This is an optimization exercise on Yosys and OpenROAD, whose aim is small area, a short achievable clock period and few clock cycles per item, not a production implementation. At most, simulation tests tie the RTL to the original design; equivalence was not proved. Power is estimated from default activity; no workload was simulated.

the baseline:
## emu_cpu
module emu_cpu (
    input  wire        clk,
    input  wire        rst,
    input  wire        tick,
    input  wire        warm,
    output reg         busy,
    output reg         done,
    output reg         mem_re,
    output reg         mem_we,
    output wire [15:0] mem_addr,
    output wire [7:0]  mem_wdata,
    input  wire [7:0]  mem_rdata,
    output wire [15:0] pc,
    output reg  [7:0]  a,
    output wire [7:0]  p,
    output reg         halted,
    output wire [31:0] total_cycles
);
==> flow/config.mk <==
export PLATFORM = sky130hd
export DESIGN_NAME = emu_cpu
export DESIGN_NICKNAME = emu_cpu
export VERILOG_FILES = /design/flow/design.v
export SDC_FILE = /design/flow/constraint.sdc
export NUM_CORES = 4
export LEC_CHECK = 0
export ABC_AREA = 1
export CAP_MARGIN = 20
export CORE_MARGIN = 2
export CORE_UTILIZATION = 40
export PLACE_DENSITY = 0.6
export SETUP_SLACK_MARGIN = 2.9
export SLEW_MARGIN = 20
==> flow/constraint.sdc <==
create_clock -name core_clock -period 5.0 [get_ports {clk}]
set_input_delay 1.0000 -clock core_clock [delete_from_list [all_inputs] [get_ports {clk}]]
set_output_delay 1.0000 -clock core_clock [all_outputs]
set_load 0.01 [all_outputs]
standard.sh (not shown) runs the stock make flow with config.mk's settings and CLKGATE_MAP_FILE= SYNTH_SCRIPT=/design/flow/synth_recipe.tcl, a recipe that flattens the netlist after the stock synthesis.
==> flow/flow/run.sh <==
#!/bin/bash
# Standard layout, with every port buffered by sky130_fd_sc_hd__buf_1 and
# ABC's area script (used with ABC_AREA 1) replaced by flow/abc_area.script.
set -euo pipefail
W=$PWD
rm -rf "$W/scripts_mod"
cp -r "$FLOW_HOME/scripts" "$W/scripts_mod"
cp "$W/flow/abc_area.script" "$W/scripts_mod/abc_area.script"
bash standard.sh SCRIPTS_DIR="$W/scripts_mod" BUFFER_PORTS_ARGS="-buffer_cell sky130_fd_sc_hd__buf_1" finish > standard.log 2>&1
==> flow/flow/abc_area.script <==
strash
&get -n
&fraig -x
&put
scorr
dc2
strash
&get -n
&dch -f
&nf -R 1000
&put
topo
buffer -c
dnsize -c
Testbench counts of the baseline, summed over its fixed seeds: cycles 128,529, ticks 80.
What the candidate does differently from the baseline at the input level:
==> flow/flow/abc_area.script <==
strash
&get -n
&deepsyn -T 20
&put
dch -f
amap
topo
buffer -c
dnsize -c
## What came out
Of the two values seen for master of the slowest instance on the critical path, dfxtp_4 was produced by the candidate and or3_4 by the baseline. Across the candidate and the baseline, the outcome is the same: a clean finish for every run. The area added between synthesis and finish of the candidate exceeds that of the baseline by 15 points. Post-synthesis cell area ends up lower on the candidate. On layout net count: between the candidate and the baseline, it ends up lower for the baseline. Compared to the baseline, the routing of the candidate uses more wire. Diff the baseline -> the candidate | sequential power | increase of about 1%.

* * *

Another version of the RTL of emu_cpu (not shown whole).
For scale: about 690 cells after synthesis, roughly 6000 um^2 of cells after synthesis.
clock: 5.0 ns
lec_check: 0
cap_margin: 20
core_margin: 2
core_utilization: 40
place_density: 0.6
setup_slack_margin: 2.9
slew_margin: 20
==> flow/flow/run.sh <==
#!/bin/bash
# Standard layout, with every port buffered by sky130_fd_sc_hd__buf_1.
set -euo pipefail
bash standard.sh BUFFER_PORTS_ARGS="-buffer_cell sky130_fd_sc_hd__buf_1" finish > standard.log 2>&1
Edit:
Settings changed: SETUP_SLACK_MARGIN 2.9 to default.
The new run finished clean; global-route usage shrinks by 0.91 points; via count came out lower by 1.8%; area after synthesis is unchanged; setup slack loses 0.78 ns; clock skew shrinks by 0.0046 ns; routed wire length went down by 6.6%; first-iteration DRC count climbs by 0.93%; power drops by 1.7%; final cell count decreases by 3.1%; sequential cell count is unchanged.
Edit:
Settings changed: ABC_AREA from default to 1, SETUP_SLACK_MARGIN from default to 2.9.
The changed run passed the timing, DRC and antenna checks. Hold slack gets worse by 0.024 ns. Final cell count went up by a quarter to a third. Synthesized area went up by a few percent. Fmax went up by well over a third. Clock-buffer cell count went down by 7. Utilization went up by 2.4 points. Total power went up slightly. Global-route usage went up by 1.5 points. Non-clock buffer count went up by 18. Sequential power hardly moves. Via count went up by roughly a tenth.
No functional check of the RTL was part of any run of this note.

* * *

Setup of TR:
RTL: one of the versions met above, not the one the previous note started from.
For scale: ~820 cells after synthesis, ~110 flip-flops, roughly 110 I/O pins, ~6000 um^2 of cells after synthesis.
Settings: LEC_CHECK=0, ABC_AREA=1, CAP_MARGIN=20, CORE_MARGIN=2, CORE_UTILIZATION=40, CTS_CLUSTER_DIAMETER=100, CTS_CLUSTER_SIZE=50, PLACE_DENSITY=0.6, SETUP_SLACK_MARGIN=3.0, SLEW_MARGIN=20; clock period 5.0 ns.
Scripts as last shown in full above: flow/flow/run.sh
Looking at the reports, TR completed the entire flow and the layout it produced met the timing, DRC and antenna checks.
Testbench counts of TR, summed over its fixed seeds: cycles 128,529, ticks 80.
## Diff of input files: MS against TR
Settings: swapping 3.0 for 2.9 in SETUP_SLACK_MARGIN; clearing CTS_CLUSTER_SIZE, which used to be 50; clearing CTS_CLUSTER_DIAMETER, which used to be 100.
Notes after the runs:
[MS] final hold slack rose 0.013 ns relative to TR. Per the comparison of MS with TR, global-route wire length before repair comparable, final design instance area without fill down 360 um^2, post-layout minimum cycle time grew by 0.025 ns. Looking at number of vias after detailed routing across TR and MS, the one that comes out higher is TR. MS vs TR — length of routed met3 wiring dropped by a few percent. As far as average instance area after synthesis goes, MS and TR are indistinguishable; the numbers are identical. Summary of the comparison: total design power is lower in MS, relative to TR. MS vs TR: count of clock-buffer cells in the layout up. MS finished end to end and its layout was clean on timing, DRC and antenna.

* * *

The RTL this note starts from:
==> flow/design.v <==
module emu_cpu (
    input  wire        clk,
    input  wire        rst,
    input  wire        tick,
    input  wire        warm,
    output reg         busy,
    output reg         done,
    output reg         mem_re,
    output reg         mem_we,
    output reg  [15:0] mem_addr,
    output wire [7:0]  mem_wdata,
    input  wire [7:0]  mem_rdata,
    output reg  [15:0] pc,
    output reg  [7:0]  a,
    output wire [7:0]  p,
    output reg         halted,
    output wire [31:0] total_cycles
);
    localparam [15:0] BOOT_PC      = 16'h8000;
    localparam [15:0] RESET_VECTOR = 16'hFFFC;
    localparam [1:0] E_OP  = 2'd0,
                     E_IMM = 2'd1,
                     E_LO  = 2'd2,
                     E_HI  = 2'd3;
    reg        run;         
    reg        fin;         
    reg [7:0]  lo;
    reg [1:0]  e;
    reg        is_jmp;      
    reg        is_sta;      
    reg        wflag;       
    reg        arr_q;       
    reg        ea_q;        
    reg        data_q;      
    reg        match_q;     
    reg [2:0]  pend;        
    reg [10:0] frame;
    reg        exh;         
    reg [7:0]  tlo;         
    reg [23:0] thi;         
    reg        tc_q;        
    reg        zf, nf;
    assign p         = {nf, 5'b00000, zf, 1'b0};
    assign mem_wdata = a;
    wire arr     = arr_q & ~match_q;
    wire arr_op  = arr & (e == E_OP);
    wire arr_imm = arr & (e == E_IMM);
    wire arr_lo  = arr & (e == E_LO);
    wire arr_hi  = arr & (e == E_HI);
    assign total_cycles = {thi, tlo};
    wire stop    = arr_op & exh;
    wire exec    = arr_op & ~exh;
    wire jmp_hi  = arr_hi & is_jmp;
    wire ea_hi   = arr_hi & ~is_jmp;
    wire stream  = ~ea_q & ~stop & ~jmp_hi;
    wire [7:0] d = mem_rdata;
    wire op_imm  = (d == 8'hA9);
    wire op_lda  = (d == 8'hAD);
    wire op_sta  = (d == 8'h8D);
    wire op_jmp  = (d == 8'h4C);
    wire op_nop  = (d == 8'hEA);
    wire op_brk  = (d == 8'h00);
    reg [2:0] cost;
    always @(*) begin
        cost = 3'd0;
        if (op_imm | op_nop) cost = 3'd2;
        if (op_lda | op_sta) cost = 3'd4;
        if (op_jmp)          cost = 3'd3;
        if (op_brk)          cost = 3'd7;
    end
    reg ge_a, ge_b;
    always @(*) begin
        case (pend)
            3'd2:    begin ge_a = (frame >= 11'd1362); ge_b = (frame >= 11'd1360); end
            3'd3:    begin ge_a = (frame >= 11'd1361); ge_b = (frame >= 11'd1359); end
            3'd4:    begin ge_a = (frame >= 11'd1360); ge_b = (frame >= 11'd1358); end
            3'd7:    begin ge_a = (frame >= 11'd1357); ge_b = (frame >= 11'd1355); end
            default: begin ge_a = (frame >= 11'd1364); ge_b = (frame >= 11'd1362); end
        endcase
    end
    wire exh_nx = halted | (exec & op_brk) | ge_a | (exec & op_nop & ge_b);
    wire [8:0] tlo_nx = {1'b0, tlo} + {6'd0, pend};
    wire [15:0] ar_inc   = mem_addr + 16'd1;
    wire [15:0] f_inc    = pc + 16'd1;
    wire end_op  = run & (stop | (jmp_hi & wflag));
    always @(posedge clk) begin
        if (rst) begin
            run          <= 1'b0;
            fin          <= 1'b0;
            busy         <= 1'b0;
            done         <= 1'b0;
            mem_re       <= 1'b0;
            mem_we       <= 1'b0;
            mem_addr     <= BOOT_PC;
            pc           <= BOOT_PC;
            a            <= 8'h00;
            zf           <= 1'b0;
            nf           <= 1'b0;
            halted       <= 1'b0;
            tlo          <= 8'd0;
            thi          <= 24'd0;
            tc_q         <= 1'b0;
            arr_q        <= 1'b0;
            ea_q         <= 1'b0;
            data_q       <= 1'b0;
            match_q      <= 1'b0;
            pend         <= 3'd0;
        end else begin
            done         <= 1'b0;
            fin          <= 1'b0;
            frame        <= frame + {8'd0, pend};
            exh          <= exh_nx;
            tlo          <= tlo_nx[7:0];
            tc_q         <= tlo_nx[8];
            thi          <= thi + {23'd0, tc_q};
            lo           <= d;
            pend         <= exec ? cost : 3'd0;
            arr_q        <= run & stream & ~end_op;
            ea_q         <= run & ea_hi;
            mem_we       <= run & ea_hi & is_sta;
            mem_re       <= ~(run & ea_hi & is_sta);
            data_q       <= ea_q & ~is_sta;
            match_q      <= ea_hi & is_sta & ({d, lo} == mem_addr);
            if (run) begin
                if (stop | (ea_q & match_q))
                    mem_addr <= pc;
                else if (arr_hi)
                    mem_addr <= {d, lo};
                else if (ea_q)
                    mem_addr <= f_inc;
                else
                    mem_addr <= ar_inc;
                if (stream)
                    pc <= mem_addr;
            end
            if (fin & wflag)
                pc <= mem_addr;
            if (arr_imm | data_q) begin
                a  <= d;
                zf <= (d == 8'h00);
                nf <= d[7];
            end
            if (exec) begin
                if (op_imm)
                    e <= E_IMM;
                if (op_lda | op_sta | op_jmp)
                    e <= E_LO;
                is_jmp <= op_jmp;
                is_sta <= op_sta;
                if (op_brk)
                    halted <= 1'b1;
            end
            if (arr_imm)
                e <= E_OP;
            if (arr_lo)
                e <= E_HI;
            if (arr_hi)
                e <= E_OP;
            if (!busy) begin
                if (tick) begin
                    frame  <= 11'd0;
                    exh    <= 1'b0;
                    e      <= E_OP;
                    wflag  <= 1'b0;
                    busy   <= 1'b1;
                    if (halted)
                        fin <= 1'b1;
                    else
                        run <= 1'b1;
                end else if (warm) begin
                    mem_addr <= RESET_VECTOR;
                    e        <= E_LO;
                    is_jmp   <= 1'b1;
                    wflag    <= 1'b1;
                    busy     <= 1'b1;
                    run      <= 1'b1;
                end
            end
            if (end_op) begin
                run <= 1'b0;
                fin <= 1'b1;
            end
            if (fin) begin
                busy <= 1'b0;
                done <= 1'b1;
            end
        end
    end
endmodule
export LEC_CHECK = 0
export ABC_AREA = 1
export CAP_MARGIN = 20
export CORE_MARGIN = 2
export CORE_UTILIZATION = 40
export PLACE_DENSITY = 0.6
export SETUP_SLACK_MARGIN = 2.9
export SLEW_MARGIN = 20
create_clock -name core_clock -period 5.0 [get_ports {clk}]
Scripts as last shown in full above: flow/flow/run.sh
The first run produced a clean layout.
Change:
- SETUP_SLACK_MARGIN: 2.9 -> 2.7
After rerunning: The new run completed with no timing, DRC or antenna violations. Sequential cell count does not change. Wire length falls by 1.9%. Sequential share of layout area rises by 0.73 points. Die area is unchanged. Setup slack gets worse by 130 ps. Total power stays flat. Synthesized cell count stays the same. Final area falls by 2.4%. Clock power stays flat.
No run of this note included a check of the RTL's function; only the layout flow was run.

what the ideal ports hide:
No port has a modelled driver above. Below, the same layouts with a new extraction and two added sets of constraints. Step 1 sets driving cells, clkbuf_16 on the clock port and buf_2 on the other inputs (assumed; they add their load-dependent delay and slew). Step 2 also shifts input and output timing later by t, the mid clock arrival at the registers, as if the neighbouring blocks saw the same clock. Three values: ideal, step 1, step 2; two values: the first two.
| run | shift t [ns] | slack for setup (ns) | worst setup path at the end | worst data-port slew with drivers (ns) |
|---|---|---|---|---|
| the baseline | 0.391 | 2.403 / 2.403 / 2.371 | input to register | 0.06 |
| the candidate | 0.401 | 2.003 / 2.003 / 1.761 | input to register | 0.08 |
| the first run of note 2 | 0.456 | 2.670 / 2.670 / 2.498 | input to register | 0.04 |
| the second run of note 2 | 0.449 | 1.894 / 1.894 / 1.894 | register to register | 0.04 |
| the third run of note 2 | 0.453 | 2.804 / 2.804 / 2.625 | input to register | 0.03 |
| TR | 0.389 | 2.975 / 2.991 / 2.604 | input to register | 0.05 |
| MS | 0.384 | 2.950 / 2.915 / 2.600 | input to register | 0.05 |
| the first run of note 4 | 0.462 | 2.957 / 2.915 / 2.554 | input to register | 0.05 |
| the second run of note 4 | 0.464 | 2.825 / 2.846 / 2.382 | input to register | 0.05 |
After both steps setup and hold are still met in every run listed. The setup slack of the second run of note 4, which loses most, moves by +0.021 ns with the drivers and by -0.443 ns with both steps.
